Context: an optimization exercise on an open-source flow, tuned for small area. The choices shown serve that exercise and are no tape-out recipe.
Only simulation tests tie the RTL to the original design; equivalence was not proved.

exp/quartz:
Design belt_core, start of the top module:
module belt_core (
    input  wire        clk,
    input  wire        rst,
    output reg         mem_req,
    output reg         mem_we,
    output wire [15:0] mem_addr,
    output wire [15:0] mem_wdata,
    input  wire        mem_ready,
    input  wire [15:0] mem_rdata,
    output wire        halted,
    output wire [1:0]  result,
    output wire [15:0] pc_o,
    output wire [15:0] sp_o
);
    localparam [4:0] S_CLR    = 5'd0,
                     S_F0     = 5'd1,
                     S_FKQ    = 5'd2,    
                     S_FKS    = 5'd3,    
                     S_OPS    = 5'd4,    
                     S_EXEC   = 5'd5,
                     S_MUL    = 5'd6,
                     S_DIV    = 5'd7,
                     S_SHIFT  = 5'd8,
                     S_COPY   = 5'd9,    
                     S_PUSH   = 5'd10,   
                     S_LD     = 5'd11,   
                     S_JMP    = 5'd12,   
                     S_SKIP   = 5'd13,   
                     S_CALL0  = 5'd14,   
                     S_CALL   = 5'd15,
                     S_RET    = 5'd16,
                     S_RA     = 5'd17,
                     S_RSP    = 5'd18,
  ...
Size: roughly 1200 cells after synthesis, about 88 I/O pins, about 13000 sq um of cells after synthesis.
Settings: LEC_CHECK=0, CAP_MARGIN=20, CORE_MARGIN=2, CORE_UTILIZATION=60, PLACE_DENSITY=0.75, SLEW_MARGIN=20; clock period 10.0 ns.
standard.sh (not shown) runs the stock make flow with config.mk's settings and CLKGATE_MAP_FILE= SYNTH_SCRIPT=/design/flow/synth_recipe.tcl, a recipe that flattens the netlist after the stock synthesis.
==> flow/flow/run.sh <==
#!/bin/bash
# The standard layout (standard.sh) with three changes:
#  1. after the standard synthesis, the combinational logic is mapped again
#     by ABC with an area-oriented script (flip-flops are kept as they are:
#     same cells, same names), see resyn below;
#  2. ports are buffered with the smallest buffer, buf_1;
#  3. CTS uses clkbuf_16 in clusters of at most 30 sinks and inserts no
#     dummy loads.
# Each tool writes its full output to a log file in this folder.
set -euo pipefail
export BUFFER_PORTS_ARGS="-buffer_cell sky130_fd_sc_hd__buf_1"
export CTS_ARGS="-sink_clustering_enable -repair_clock_nets -dont_use_dummy_load -buf_list {sky130_fd_sc_hd__clkbuf_16} -sink_clustering_size 30 -sink_clustering_max_diameter 80"

R=orfs/results/${FLOW_PLATFORM}/belt_core/base
LIB=${FLOW_HOME}/platforms/${FLOW_PLATFORM}/lib/sky130_fd_sc_hd__tt_025C_1v80.lib

# standard synthesis
bash standard.sh synth > synth.log 2>&1
cp $R/1_2_yosys.v 1_2_yosys_standard.v

# remap the combinational logic for area
DU=$(sed -n '/DONT_USE_CELLS += /,/^#/p' ${FLOW_HOME}/platforms/${FLOW_PLATFORM}/config.mk \
     | grep -o 'sky130_fd_sc_hd__[a-z0-9_]*' | sed 's/^/-dont_use /' | tr '\n' ' ')
SEQ=$(grep -o 'sky130_fd_sc_hd__[a-z0-9_]*' 1_2_yosys_standard.v | sort -u \
      | grep -E '__(df|edf|sdf|sedf|dl)' | tr '\n' ' ')
printf 'strash\n&get -n\n&deepsyn -T 40\n&put\ndch -f\namap -F 5 -A 5\nstrash\ndch -f\namap -F 5 -A 5\ntopo\n' > resyn.abc
cat > resyn.ys <<EOT
read_liberty -ignore_miss_func $LIB
blackbox $SEQ
read_verilog 1_2_yosys_standard.v
hierarchy -top ${FLOW_TOP}
flatten
opt_clean -purge
abc -liberty $LIB $DU -script resyn.abc
setundef -zero
splitnets
opt_clean -purge
hilomap -singleton -hicell sky130_fd_sc_hd__conb_1 HI -locell sky130_fd_sc_hd__conb_1 LO
insbuf -buf sky130_fd_sc_hd__buf_4 A X
opt_clean -purge
stat -liberty $LIB
write_verilog -noattr -nohex -nodec 1_2_yosys_resyn.v
EOT
yosys -s resyn.ys > resyn.log 2>&1
cp 1_2_yosys_resyn.v $R/1_2_yosys.v

# the rest of the flow (1_synth.odb is rebuilt from the new netlist)
bash standard.sh > standard.log 2>&1
Changes in exp/harbor relative to exp/quartz:
Settings: changing PLACE_DENSITY from 0.75 to 0.6; changing CORE_UTILIZATION from 60 to 40.
--- a/flow/flow/run.sh
+++ b/flow/flow/run.sh
@@ -6,3 +6,3 @@
 #  2. ports are buffered with the smallest buffer, buf_1;
-#  3. CTS uses clkbuf_16 in clusters of at most 30 sinks and inserts no
+#  3. CTS uses clkbuf_8 in clusters of at most 15 sinks and inserts no
 #     dummy loads.
@@ -11,3 +11,3 @@
 export BUFFER_PORTS_ARGS="-buffer_cell sky130_fd_sc_hd__buf_1"
-export CTS_ARGS="-sink_clustering_enable -repair_clock_nets -dont_use_dummy_load -buf_list {sky130_fd_sc_hd__clkbuf_16} -sink_clustering_size 30 -sink_clustering_max_diameter 80"
+export CTS_ARGS="-sink_clustering_enable -repair_clock_nets -dont_use_dummy_load -buf_list {sky130_fd_sc_hd__clkbuf_8} -sink_clustering_size 15 -sink_clustering_max_diameter 50"
 
==> comparison <==
- Re met1 routing resource usage after global routing: exp/harbor and exp/quartz aren't equal, and the lower value belongs to exp/harbor.
- exp/quartz -> exp/harbor: I/O pin total delta 0, exact match
- exp/harbor reports a higher cell count than exp/quartz does.
- Taking exp/quartz as the reference, in exp/harbor via total after detailed routing -79, fraction of final layout cells with drive strength greater than 1 went up.
- exp/harbor can be clocked faster than exp/quartz.
- After detailed routing, exp/quartz needs less wire than exp/harbor.
- exp/harbor vs exp/quartz: worst path arrival time down in exp/harbor
- Global-route usage delta for exp/harbor relative to exp/quartz: 9.1 points lower
Relative to exp/harbor, the following input files were edited for exp/indigo:
Settings: CORE_UTILIZATION now 60, was 40; PLACE_DENSITY now 0.75, was 0.6.
### Flow results
- Post-synth design cell area came out exactly the same in exp/indigo and exp/harbor.
- Number of gates resized after CTS up 1 in exp/indigo wrt exp/harbor
- Effective utilization at floorplan ended up 21 points higher on exp/indigo than on exp/harbor.
- exp/indigo vs. exp/harbor: maximum achievable frequency fell 3.6%.
- Summary of exp/indigo over exp/harbor: worst hold slack roughly the same.

==> port drivers added, routing unchanged <==
In the flow no input, the clock included, has a driving cell. The finished layouts below were timed again as built, in two steps.
Step 1 (the two cells are an assumption about what drives the block):
set clk [get_ports {clk}]
set_driving_cell -lib_cell sky130_fd_sc_hd__clkbuf_16 $clk
set_driving_cell -lib_cell sky130_fd_sc_hd__buf_2 [delete_from_list [all_inputs] $clk]
Step 2 times the ports against the registers' clock, not the clock port: input delays grow and output delays shrink by t, the midpoint of the rising clock arrivals with the driver on.
a / b / c = ideal / step 1 / step 2; a / b = the first two.
run | shift t [ns] | setup WS [ns] | clock arrival spread, ns
exp/quartz | 0.551 | 0.630 / 0.579 / 0.980 | 0.048 / 0.048
exp/harbor | 0.562 | 0.927 / 0.881 / 1.443 | 0.093 / 0.094
exp/indigo | 0.572 | 0.592 / 0.545 / 0.933 | 0.075 / 0.075
After both steps every run listed still meets setup and hold.
